Source: an optimization exercise on an open RTL-to-GDS flow (aim: small area). Production flows keep margins and buffers that such runs may drop. Function was checked by simulation only, so behaviour that the tests miss may differ from the original. Power is estimated from default activity; no workload was simulated.

==> flow/design.v <==
module core16 (
    input  wire        clk,
    input  wire        rst,           
    input  wire [15:0] load_addr,     
    input  wire [15:0] init_pc,       
    output wire        mem_req,
    output wire        mem_we,
    output wire [15:0] mem_addr,
    output wire [7:0]  mem_wdata,
    input  wire        mem_ack,
    input  wire [15:0] mem_rdata,
    output wire        disp_valid,
    output wire [15:0] disp_data,
    output wire        halted,
    output wire        faulted,
    output wire [1:0]  fault_code,
    output wire [16:0] fault_info,
    output wire [15:0] ac_out,
    output reg  [31:0] hits,
    output reg  [31:0] misses
);
    localparam [3:0] OP_START = 4'h0, OP_LOAD = 4'h1, OP_LOADM = 4'h2,
                     OP_STORE = 4'h3, OP_CMPM = 4'h4, OP_CJMP  = 4'h5,
                     OP_JMP   = 4'h6, OP_ADD  = 4'h7, OP_ADDM  = 4'h8,
                     OP_SUB   = 4'h9, OP_SUBM = 4'hA, OP_MUL   = 4'hB,
                     OP_MULM  = 4'hC, OP_DISP = 4'hD, OP_HALT  = 4'hE,
                     OP_BAD   = 4'hF;
    localparam [2:0] S_LOOK  = 3'd0,    
                     S_XFER  = 3'd1,    
                     S_EX    = 3'd2,    
                     S_MUL   = 3'd3,    
                     S_EA    = 3'd4,    
                     S_HALT  = 3'd5,
                     S_FLTA  = 3'd6,    
                     S_FLTI  = 3'd7;    
    localparam [1:0] P_F0 = 2'd0, P_F1 = 2'd1, P_D0 = 2'd2, P_D1 = 2'd3;
    reg [2:0]  st;
    reg [1:0]  ph;
    reg [3:0]  cnt;
    reg [3:0]  rp;         
    reg        mm;
    reg [16:0] adr;
    reg [16:0] pc;
    reg [15:0] ac;
    reg [15:0] x;
    reg [3:0]  op;
    reg        flag;
    reg        hp, mp;     
    reg        hc, mc;     
    reg        rot, rph;   
    reg        clr;        
    reg [103:0] tags;      
    wire       busy;
    assign halted     = (st == S_HALT) && !busy;
    assign faulted    = ((st == S_FLTA) || (st == S_FLTI)) && !busy;
    assign fault_code = {st == S_FLTI, st == S_FLTA};
    assign fault_info = adr;
    assign ac_out     = ac;
    assign disp_data  = ac;
    assign disp_valid = (st == S_EX) && (ph == P_F1) && (op == OP_DISP);
    assign mem_req   = (st == S_XFER);
    assign mem_we    = ph[1] && (op == OP_STORE);
    assign mem_addr  = adr[15:0];
    assign mem_wdata = ph[0] ? ac[15:8] : ac[7:0];
    wire [7:0] rbyte = adr[0] ? mem_rdata[15:8] : mem_rdata[7:0];
    wire [2:0]  idx   = adr[3:1];
    wire [11:0] atag  = adr[15:4];
    wire        abit  = (rp == 4'd12) || atag[rp];    
    wire [7:0]  lbits;
    wire        lbit  = lbits[idx];
    wire        diff  = abit ^ lbit;
    wire        oob   = adr[16];
    wire        look  = (st == S_LOOK) && !oob && !clr;
    wire        lend  = look && (cnt == 4'd12);
    wire        hit   = !mm && !diff;
    wire imm     = (ph == P_F1);
    wire is_mem  = (op == OP_LOADM) || (op == OP_STORE) || (op == OP_CMPM) ||
                   (op == OP_ADDM)  || (op == OP_SUBM)  || (op == OP_MULM);
    wire do_ea   = imm && (is_mem || (op == OP_JMP) || ((op == OP_CJMP) && flag));
    reg  [1:0]  asel;      
    reg         bgate;     
    reg         binv;      
    reg         cin;
    always @* begin
        asel = 2'd0; bgate = 1'b0; binv = 1'b0; cin = 1'b0;
        case (st)
            S_XFER: begin asel = 2'd1; cin = 1'b1; end
            S_MUL:  begin asel = 2'd1; bgate = ac[0]; end
            S_EA:   begin asel = 2'd1; bgate = 1'b1; end
            S_EX: begin
                if (do_ea) begin
                    asel = 2'd3; bgate = 1'b1;
                end else begin
                    case (op)
                        OP_LOAD, OP_LOADM, OP_BAD: bgate = 1'b1;
                        OP_ADD, OP_ADDM: begin asel = 2'd2; bgate = 1'b1; end
                        OP_SUB, OP_SUBM: begin asel = 2'd2; bgate = 1'b1; binv = 1'b1; cin = 1'b1; end
                        OP_CMPM:         begin asel = 2'd2; bgate = 1'b1; binv = 1'b1; end
                        default: ;
                    endcase
                end
            end
            default: ;
        endcase
    end
    wire        mask = imm && (op != OP_BAD);
    wire [15:0] xm   = {x[15:12] & {4{!mask}}, x[11:0]};
    wire [15:0] bb   = (xm & {16{bgate}}) ^ {16{binv}};
    reg  [16:0] aa;
    always @* begin
        case (asel)
            2'd1: aa = adr;
            2'd2: aa = {1'b0, ac};
            2'd3: aa = {1'b0, load_addr};
            default: aa = 17'd0;
        endcase
    end
    wire [16:0] y;
    wire [16:0] ycar;
    assign ycar[0] = cin;
    genvar ai;
    generate
        for (ai = 0; ai < 16; ai = ai + 1) begin : g_add
            assign y[ai]      = aa[ai] ^ bb[ai] ^ ycar[ai];
            assign ycar[ai+1] = (aa[ai] & bb[ai]) | (ycar[ai] & (aa[ai] ^ bb[ai]));
        end
    endgenerate
    assign y[16] = aa[16] ^ ycar[16];
    wire        gt = ac[15] ^ x[15] ^ y[16];
    wire inc_hit  = lend && hit;
    wire inc_miss = (lend && !hit) ||
                    ((st == S_LOOK) && oob && !(ph[1] && (op == OP_STORE)));
    wire [6:0] hcar, mcar;
    assign hcar[0] = inc_hit;
    assign mcar[0] = inc_miss;
    wire rot_start = !rot && (rp == 4'd12) && (hp || mp || clr);
    wire rot_last  = rot && (rp == 4'd12) && rph;
    assign busy = rot || hp || mp || clr;
    always @(posedge clk) begin
        if (rst) begin
            rot <= 1'b0;
            rph <= 1'b0;
            clr <= 1'b1;
            hp  <= 1'b0;
            mp  <= 1'b0;
        end else begin
            hp <= (hp && !rot_start) || hcar[6];
            mp <= (mp && !rot_start) || mcar[6];
            if (rot_start) begin
                rot <= 1'b1;
                rph <= 1'b0;
                hc  <= hp;
                mc  <= mp;
            end
            if (rot) begin
                hc <= hc && hits[6];
                mc <= mc && misses[6];
                if (rp == 4'd12) rph <= 1'b1;
                if (rot_last) begin
                    rot <= 1'b0;
                    clr <= 1'b0;
                end
            end
        end
    end
    always @(posedge clk)
        if (rot) begin
            hits[31:6]   <= {!clr && (hits[6] ^ hc), hits[31:7]};
            misses[31:6] <= {!clr && (misses[6] ^ mc), misses[31:7]};
        end
    genvar gi;
    generate
        for (gi = 0; gi < 6; gi = gi + 1) begin : g_cnt
            assign hcar[gi+1] = hcar[gi] & hits[gi];
            assign mcar[gi+1] = mcar[gi] & misses[gi];
            always @(posedge clk) begin
                hits[gi]   <= !rst && (hits[gi] ^ hcar[gi]);
                misses[gi] <= !rst && (misses[gi] ^ mcar[gi]);
            end
        end
    endgenerate
    generate
        for (gi = 0; gi < 8; gi = gi + 1) begin : g_line
            assign lbits[gi] = tags[13*gi];
            always @(posedge clk)
                tags[13*gi +: 13] <= {!clr && ((look && (idx == gi)) ? abit : tags[13*gi]),
                                      tags[13*gi+1 +: 12]};
        end
    endgenerate
    always @(posedge clk)
        if (rst || rp == 4'd12) rp <= 4'd0;
        else                    rp <= rp + 4'd1;
    always @(posedge clk) begin
        if (rst) begin
            st     <= S_LOOK;
            ph     <= P_F0;
            cnt    <= 4'd0;
            adr    <= {1'b0, init_pc};
            ac     <= 16'd0;
            flag   <= 1'b0;
        end else begin
            case (st)
                S_LOOK: begin
                    if (oob) begin
                        st <= S_FLTA;
                    end else if (!clr) begin
                        mm       <= (cnt != 4'd0) && mm || diff;
                        cnt      <= cnt + 4'd1;
                        if (cnt == 4'd12) begin
                            cnt <= 4'd0;
                            st  <= S_XFER;
                        end
                    end
                end
                S_XFER: begin
                    if (mem_ack) begin
                        case (ph)
                            P_F0: begin
                                x[7:0] <= rbyte;
                                adr    <= y;
                                ph     <= P_F1;
                                st     <= S_LOOK;
                            end
                            P_F1: begin
                                x[15:8] <= rbyte;
                                op      <= rbyte[7:4];
                                adr     <= y;
                                pc      <= y;
                                st      <= S_EX;
                            end
                            P_D0: begin
                                x[7:0] <= rbyte;
                                adr    <= y;
                                ph     <= P_D1;
                                st     <= S_LOOK;
                            end
                            default: begin
                                x[15:8] <= rbyte;
                                st      <= S_EX;
                            end
                        endcase
                    end
                end
                S_EX: begin
                    st <= S_LOOK;
                    ph <= P_F0;
                    if (ph == P_D1) adr <= pc;
                    if (do_ea) begin
                        adr <= y;           
                        st  <= S_EA;
                        ph  <= ph;
                    end else begin
                        case (op)
                            OP_LOAD, OP_LOADM, OP_ADD, OP_ADDM, OP_SUB, OP_SUBM:
                                ac <= y[15:0];
                            OP_CMPM: flag <= gt;
                            OP_MUL, OP_MULM: begin
                                adr <= y;           
                                st  <= S_MUL;
                                ph  <= ph;
                            end
                            OP_HALT: st <= S_HALT;
                            OP_BAD: begin
                                adr <= y;           
                                st  <= S_FLTI;
                            end
                            default: ;
                        endcase
                    end
                end
                S_EA: begin
                    adr <= y;               
                    st  <= S_LOOK;
                    ph  <= is_mem ? P_D0 : P_F0;
                end
                S_MUL: begin
                    adr <= y[16:1];
                    ac  <= {y[0], ac[15:1]};
                    cnt <= cnt + 4'd1;
                    if (cnt == 4'd15) begin
                        adr <= pc;
                        ph  <= P_F0;
                        st  <= S_LOOK;
                    end
                end
                default: ;    
            endcase
        end
    end
endmodule
Settings: LEC_CHECK=0, CAP_MARGIN=20, CORE_MARGIN=2, CORE_UTILIZATION=55, SLEW_MARGIN=20; clock period 9.0 ns.
standard.sh (not shown) runs the stock make flow with config.mk's settings and CLKGATE_MAP_FILE= SYNTH_SCRIPT=/design/flow/synth_recipe.tcl, a recipe that flattens the netlist after the stock synthesis.
==> flow/flow/run.sh <==
#!/bin/bash
# Standard ORFS layout, with smaller port buffers and a leaner clock tree.
set -euo pipefail
export BUFFER_PORTS_ARGS="-buffer_cell sky130_fd_sc_hd__buf_1"
export CTS_ARGS="-sink_clustering_enable -repair_clock_nets -buf_list sky130_fd_sc_hd__clkbuf_4 -sink_clustering_size 10 -sink_clustering_max_diameter 40 -dont_use_dummy_load"
bash standard.sh > standard.log 2>&1
==> next run, changes <==
==> flow/flow/run.sh (replaced) <==
#!/bin/bash
# Standard ORFS layout with: an area-oriented ABC script in the standard
# synthesis, smaller port buffers and a leaner clock tree.
set -euo pipefail
export FLOW_WORK=$PWD
export AREA_ABC_SCRIPT=$PWD/flow/abc_area.script
export BUFFER_PORTS_ARGS="-buffer_cell sky130_fd_sc_hd__buf_1"
export CTS_ARGS="-sink_clustering_enable -repair_clock_nets -buf_list sky130_fd_sc_hd__clkbuf_4 -sink_clustering_size 10 -sink_clustering_max_diameter 40 -dont_use_dummy_load"
sed "s#SYNTH_SCRIPT=[^ ]*#SYNTH_SCRIPT=$PWD/flow/synth_wrap.tcl#" standard.sh > own.sh
grep -q "synth_wrap.tcl" own.sh
bash own.sh > standard.log 2>&1
==> flow/flow/abc_area.script (new file) <==
&get -n
&st
&deepsyn -J 100 -T 0
&dch -f
&nf -a
&put
topo
stime -c
==> flow/flow/synth_wrap.tcl (new file) <==
# The standard synthesis (synth_recipe.tcl), with its ABC mapping script
# swapped for an area-oriented one. Registers are mapped before ABC runs,
# so they are the same as the standard synthesis's.
proc abc {args} {
  set i [lsearch -exact $args -script]
  if {$i >= 0} {
    set args [lreplace $args [expr {$i + 1}] [expr {$i + 1}] $::env(AREA_ABC_SCRIPT)]
  }
  yosys abc {*}$args
}
source $::env(FLOW_WORK)/synth_recipe.tcl
Setup slack gets worse by 0.091 ns.
Core utilization climbs by 1.5 points.
Sequential share of layout area grows by 3.4 points.
Flip-flop and latch count stays the same.
Wire length is lower by roughly a tenth.
Register-to-register slack is worse by 0.12 ns.
Clock power came out higher slightly.
Global-route usage drops by 0.36 points.
First-iteration DRC count goes down by about a fifth.
Combinational power goes up by a few percent.
Sequential power hardly moves.

-- static timing again, ports no longer ideal --
The results above use ideal ports. As a check the final layouts listed here were re-extracted and re-timed, cells and wires unchanged.
Step 1 assumes that a clkbuf_16 drives the clock port and a buf_2 every other input.
Step 2 moves the port delays by t, midway between the first and last clock arrival at a register: inputs arrive t later, outputs are due t later. That takes back most of the time a late clock gives input paths.
Three values: no drivers, after step 1, after step 2; two values: the first two.
run | t (ns) | setup WS [ns] | latest minus earliest clock arrival (ns)
the first run | 0.635 | 0.435 / 0.442 / -0.193 | 0.078 / 0.078
the second run | 0.645 | 0.344 / 0.344 / -0.178 | 0.091 / 0.092
With both steps, setup timing fails in the first run and the second run, where it was met with ideal ports. For the first run, which loses most, drivers alone change the setup slack by +0.007 ns; drivers and shift together by -0.628 ns.
